This is an optimization exercise on Yosys and OpenROAD, whose aim is small area, a short achievable clock period and few clock cycles, not a production implementation. Function was checked by simulation only, so behaviour that the tests miss may differ from the original. Power figures rest on the tool's default switching activity, not on a simulated workload.

`flow/design.v`:
```
module lzw_encoder (
    input  wire       clk,
    input  wire       rst,         
    input  wire       in_valid,
    output wire       in_ready,
    input  wire [7:0] in_data,
    input  wire       in_last,
    output wire       out_valid,
    input  wire       out_ready,
    output wire [8:0] out_code,
    output wire       out_last,
    output wire       out_err
);
    reg [8:0] dict_prefix [0:255];
    reg [7:0] dict_byte   [0:255];
    reg       v0;
    reg [7:0] c0;
    reg       l0;
    reg       first;       
    reg       drop;        
    reg [8:0] n;           
    reg [8:0] w;           
    reg       e_act;       
    reg       e_miss;      
    reg       e_l0;        
    reg       e_full;      
    reg [8:0] e_w;         
    reg [2:0]  qcnt;
    reg [10:0] q [0:4];    
    wire full = n[8];
    wire       ea = e_act & (e_l0 | e_miss);
    wire       eb = e_act & e_miss & ~e_full & e_l0;
    wire [1:0] ecnt = {1'b0, ea} + {1'b0, eb};
    wire [10:0] da = {e_miss & e_full, e_miss ? e_full : e_l0, e_miss ? e_w : w};
    wire [10:0] db = {1'b0, 1'b1, w};
    reg  room;
    reg  in_ready_r;
    reg  out_valid_r;
    wire proc = v0 & room;
    wire act  = proc & ~drop;
    assign in_ready  = in_ready_r;
    assign out_valid = out_valid_r;
    assign out_code  = q[0][8:0];
    assign out_last  = q[0][9];
    assign out_err   = q[0][10];
    reg [15:0]  hi_gt, hi_eq, lo_gt;
    reg [255:0] valid;
    reg [255:0] m;
    reg [255:0] sel [0:7];
    reg [7:0]   idx;
    integer j, b, k;
    always @* begin
        for (k = 0; k < 16; k = k + 1) begin
            hi_gt[k] = full | (n[7:4] > k);
            hi_eq[k] = (n[7:4] == k);
            lo_gt[k] = (n[3:0] > k);
        end
        for (j = 0; j < 256; j = j + 1)
            valid[j] = ~first & (hi_gt[j / 16] | (hi_eq[j / 16] & lo_gt[j % 16]));
        for (j = 0; j < 256; j = j + 1)
            m[j] = valid[j] & ({dict_prefix[j], dict_byte[j]} == {w, c0});
        for (b = 0; b < 8; b = b + 1) begin
            for (j = 0; j < 256; j = j + 1)
                sel[b][j] = j[b] & m[j];
            idx[b] = |sel[b];
        end
    end
    wire       hit    = |m;
    wire       miss   = ~first & ~hit;
    wire [8:0] w_next = {hit, idx | (c0 & {8{~hit}})};
    wire in_fire  = in_valid & in_ready;
    wire out_fire = out_valid & out_ready;
    wire [2:0] cnt1    = qcnt - {2'b0, out_fire};
    wire [2:0] qcnt_nx = cnt1 + {1'b0, ecnt};
    wire [1:0] ecnt_m  = act ? ((l0 & ~full) ? 2'd2 : 2'd1) : 2'd0;
    wire [1:0] ecnt_h  = {1'b0, act & l0};
    wire       room_m  = ({1'b0, qcnt_nx} + {2'b0, ecnt_m}) <= 4'd3;
    wire       room_h  = ({1'b0, qcnt_nx} + {2'b0, ecnt_h}) <= 4'd3;
    wire       room_nx = miss ? room_m : room_h;
    wire       v0_nx   = in_fire | (v0 & ~proc);
    always @(posedge clk) begin
        if (rst) begin
            v0    <= 1'b0;
            first <= 1'b1;
            drop  <= 1'b0;
            n     <= 9'd0;
            e_act <= 1'b0;
            room  <= 1'b1;
            in_ready_r  <= 1'b1;
            out_valid_r <= 1'b0;
        end else begin
            room        <= room_nx;
            in_ready_r  <= ~v0_nx | room_nx;
            out_valid_r <= (qcnt_nx != 3'd0);
            if (in_fire) begin
                v0 <= 1'b1;
                c0 <= in_data;
                l0 <= in_last;
            end else if (proc) begin
                v0 <= 1'b0;
            end
            e_act <= act;
            if (proc) begin
                if (drop) begin
                    if (l0) begin
                        drop  <= 1'b0;
                        first <= 1'b1;
                        n     <= 9'd0;
                    end
                end else begin
                    if (l0) begin
                        first <= 1'b1;
                        n     <= 9'd0;
                    end else begin
                        first <= 1'b0;
                        if (miss) begin
                            if (full) drop <= 1'b1;
                            else      n <= n + 9'd1;
                        end
                    end
                end
            end
        end
    end
    always @(posedge clk) begin
        if (act) begin
            w      <= w_next;
            e_w    <= w;
            e_miss <= miss;
            e_l0   <= l0;
            e_full <= full;
        end
    end
    always @(posedge clk) begin
        if (!full) begin
            dict_prefix[n[7:0]] <= w;
            dict_byte[n[7:0]]   <= c0;
        end
    end
    integer p;
    always @(posedge clk) begin
        for (p = 0; p < 5; p = p + 1) begin
            if (p == cnt1)
                q[p] <= da;
            else if (p == cnt1 + 3'd1)
                q[p] <= db;
            else if (out_fire && p < 4)
                q[p] <= q[p + 1];
        end
        if (rst) qcnt <= 3'd0;
        else     qcnt <= qcnt_nx;
    end
endmodule
```
`flow/run.sh`:
```
#!/bin/bash
# synth_recipe.tcl (not shown) runs the flow's synth.tcl, then flattens the netlist and writes it again
# the make line also repeats each setting of config.mk as NAME=value (left out here)
make -C /OpenROAD-flow-scripts/flow DESIGN_CONFIG=/design/flow/config.mk WORK_HOME=/design/flow/orfs CLKGATE_MAP_FILE= SYNTH_SCRIPT=/design/flow/synth_recipe.tcl finish
```
`flow/config.mk`:
```
export PLATFORM = sky130hd
export DESIGN_NAME = lzw_encoder
export DESIGN_NICKNAME = lzw_encoder
export VERILOG_FILES = /design/flow/design.v
export SDC_FILE = /design/flow/constraint.sdc
export NUM_CORES = 4
export LEC_CHECK = 0
export CAP_MARGIN = 20
export CORE_MARGIN = 2
export CORE_UTILIZATION = 65
export SETUP_SLACK_MARGIN = 5.0
export SLEW_MARGIN = 20
```
`flow/constraint.sdc`:
```
create_clock -name core_clock -period 8.0 [get_ports {clk}]
set_input_delay 1.6000 -clock core_clock [delete_from_list [all_inputs] [get_ports {clk}]]
set_output_delay 1.6000 -clock core_clock [all_outputs]
set_load 0.01 [all_outputs]
```
==> summary.txt <==
-- logic make-up after synthesis --
group           after synthesis  synth area share, %
mux                          13               0.0731
simple gates               2320                 6.68
xor+xnor                   4355                 19.7
flops                      4456                 69.1
fa+ha+maj                    11               0.0750
buf+inv                     669                 2.55
compound gates              503                 1.81
-- per-stage QoR --
| step | setup WS, ps | power, uW | cells | util, % |
|---|---|---|---|---|
| floorplan | 1580 | 30200 | 12300 | - |
| global placement | 1170 | 31300 | 16300 | 67.6 |
| detailed placement | 2360 | 31500 | 16300 | 67.8 |
| CTS | 4090 | 52900 | 17600 | 76.9 |
| global route | 3810 | 54300 | 17700 | 77.4 |
| finish | 3770 | 53200 | 17800 | 77.4 |
-- flip-flops by register name (all words and copies together) (netlist names), 3 cells and up --
signal       count
dict_prefix   2304
dict_byte     2048
q               55
e_w              9
n                9
w                9
c0               8
qcnt             3
-- Yosys cell counts, types with 9 or more instances --
library cell / number
edfxtp_1: 4437
xor2_1: 2857
xnor2_1: 1498
nor4_1: 751
nor2_1: 489
nand4_1: 461
buf_4: 320
nand2_1: 148
buf_6: 145
nor3_1: 141
nand3_1: 126
clkbuf_1: 88
o21ai_0: 88
a21oi_1: 85
o22ai_1: 85
buf_2: 72
o2111ai_1: 66
or3_1: 63
or4_1: 30
inv_1: 26
a2111oi_0: 21
dfxtp_1: 19
a31oi_1: 15
o211ai_1: 14
o21ai_1: 13
o32ai_1: 13
a211oi_1: 12
nand2b_1: 12
ha_1: 10
a222oi_1: 9
and4_1: 9
mux2_2: 9
-- timing repair --
action / 4_1_cts / 5_1_grt
setup buffers: 338 / 79
setup endpoints to repair: 2899 / 992
gates resized for setup: 1038 / 119
gates cloned: 155 / 7
pin swaps: 127 / 38
-- worst max-delay path by stage --
stage	cells after the start	from	to
2_1_floorplan	14	c0[4]	n[3]
3_3_place_gp	11	n[1]	w[2]
3_5_place_dp	12	w[6]	n[3]
4_1_cts	16	c0[3]	n[3]
5_1_grt	14	w[6]	n[3]
6_report	15	c0[4]	w[0]
-- cell type report --
type / count / area [um2] / share of cell area, %
Antenna cell: 40 / 100 / 0.0436
Clock buffer: 552 / 11600 / 5.05
Clock inverter: 264 / 2340 / 1.02
Inverter: 31 / 140 / 0.0610
Multi-Input combinational cell: 7204 / 59000 / 25.7
Sequential cell: 4456 / 134000 / 58.2
Tap cell: 3939 / 4930 / 2.15
Timing Repair Buffer: 1283 / 17800 / 7.74
-- cell usage in the layout, fill, tap and decap left out, types with 89 or more instances in the layout --
master        n
nand4_1     461
nand2_1     115
nor4_1      583
clkinv_1    117
xor2_1     2848
buf_16      122
nand3_1     108
buf_12      110
edfxtp_1   4437
buf_6        89
nor4_2      101
xnor2_1    1491
buf_4       744
clkbuf_1    104
clkbuf_16   453
nor2_1      440
nor3_1      100
bufbuf_16   144
-- worst max-delay path, delay by kind of cell, from the launching register on --
family          cells  cell delay (ps)
simple gates        6             1540
compound gates      2              340
flops               1              420
buf+inv             6             1440
xor+xnor            1              210
-- where the power goes --
part	internal [uW]	switching (uW)	leakage (uW)
registers	26200	87.8	0.0401
clock network	11400	8950	0.00681
logic	2380	4220	0.0295
total	40000	13300	0.0764
-- metal layers --
metal | global-route usage, % | vias to the layer above | share of wire [%]
met3 | 14.9 | 2451 | 14
met4 | 30.9 | 42 | 8.5
li1 | - | 47700 | -
met1 | 57.5 | 61300 | 34
met2 | 64.2 | 9810 | 43
met5 | 2.30 | - | 0.15
==> results.json <==
{
  "dp_hpwl_um": 352000,
  "fp.dieArea_mm2": 0.302,
  "n_fill_cell": 17000,
  "htreeDepth": 5,
  "synthArstFlopShare_pct": 0,
  "path_max_fanout": 13,
  "path_clk_slew_ps": 70,
  "vias": 121000,
  "worstPathRequired_ps": 8760,
  "max-slew-margin-rel_pct": 16.6,
  "grt_max_degree": 96,
  "drv_cap": 0,
  "ys.flop_type": "edfxtp_1",
  "reg2reg_from": "c0[4]",
  "synth_cells": 12300,
  "end_kind": "flop",
  "slowest_delay_ps": 420,
  "insertion_delay_ps": 1030,
  "drt-wirelength-per-cell_um": 38.3,
  "root_buffer": "clkbuf_16",
  "grtUsageTotal_pct": 44.6,
  "first_pass_iters": 10,
  "rows": 200,
  "drt_iter0_markers": 19600,
  "yosysWarnings": 3,
  "synthDistinctLibCells": 99,
  "yosys.area.top_type": "edfxtp_1",
  "cts_tree": "done",
  "ctsHoldBuffers": 0,
  "syn_to_final_growth_pct": 18.7,
  "grt-ovfl-total": 0,
  "grt_antenna_before_repair": 66,
  "start_util_pct": 65.2,
  "report.final.slew_viol_count": 0,
  "crit_chain": "buf_12 -> buf_8 -> buf_16 -> buf_4 -> xor2_1 -> nor4_2 -> nand4_1 -> o22ai_4 -> buf_4 -> nor4_2 -> buf_4 -> nand4_1 -> nor4_2 -> nand4_1 -> a21o_1",
  "finalWirelength_um": 681000,
  "clock_sinks": 4456,
  "path_class": "reg2reg",
  "die_y_um": 550,
  "final.setup.tns_ps": 0,
  "fin_crit_sh_pct": 52.9,
  "reg2reg_to": "w[0]",
  "hold_end": "q[3][3]",
  "irDropWorstVdd_v": 0.000262,
  "powerDensity_mw_per_mm2": 232,
  "drive_gt1_share_pct": 17.8,
  "outcome": "finished clean",
  "cts_buffer_depth": 4,
  "num-nets-final": 13400,
  "hold_class": "reg2reg",
  "ys_seq_area_share_pct": 69.1,
  "viasPerCell": 6.83,
  "drtAntennaViolNets": 0,
  "setup_viol_count_final": 0,
  "top_level_ports": 26,
  "final_area_mm2": 0.230,
  "hold_ws_ps": 535,
  "fp.dieW_um": 550,
  "cts_inserted_buffers": 443,
  "gp_congestion": 1.01,
  "synth_area_mm2": 0.193,
  "synth_enable_flop_cells": 4437,
  "synth_top_area_share_pct": 68.9,
  "fmax_ghz": 0.236,
  "yosys_register_bits": 4456,
  "placed_cell_area_mm2": 0.201,
  "coreArea_mm2": 0.297,
  "first_global_vias": 114000,
  "worst_pin_slew_ps": 1240,
  "drc": 0,
  "rsz0062_at_grt": "true",
  "period_needed_ps": 4230,
  "start_kind": "flop",
  "hp-start": "q[4][3]",
  "io_buffers": 25,
  "regToRegSetupSlack_ps": 3770,
  "worst_clock_skew_ps": 52.2,
  "min_path_cells": 2,
  "critPathSlowestCell": "edfxtp_1",
  "hold_viol": 0,
  "grt_pass1_wl_um": 923000,
  "avgSynthCellArea_um2": 15.7,
  "p_leak_uw": 0.0764,
  "ys_top_cells_by_area": "edfxtp_1, xor2_1, xnor2_1",
  "ff2ff_path_depth": 15,
  "syn_nets": 12400,
  "crit_arrival_ps": 4990
}
Testbench counts, summed over its fixed seeds: cycles 9,429.

[separate check: timing with driven ports]
No port has a modelled driver above. Below, the same layout with a new extraction and two added sets of constraints. Step 1: set_driving_cell puts a clkbuf_16 on clk and a buf_2 on each other input, an assumption about the parent block. Step 2 moves the port delays by t, midway between the first and last clock arrival at a register: inputs arrive t later, outputs are due t later. That takes back most of the time a late clock gives input paths. Three values: ideal ports, drivers, drivers and shift; two values: the first two.
t, ns: 1.123
slack for setup (ns): 3.769 / 3.769 / 3.453
latest minus earliest clock arrival (ns): 0.062 / 0.062
worst data-port slew with drivers (ns): 0.13
After both steps this run still meets setup and hold. For this run, drivers alone change the setup slack by 0.000 ns; drivers and shift together by -0.316 ns.
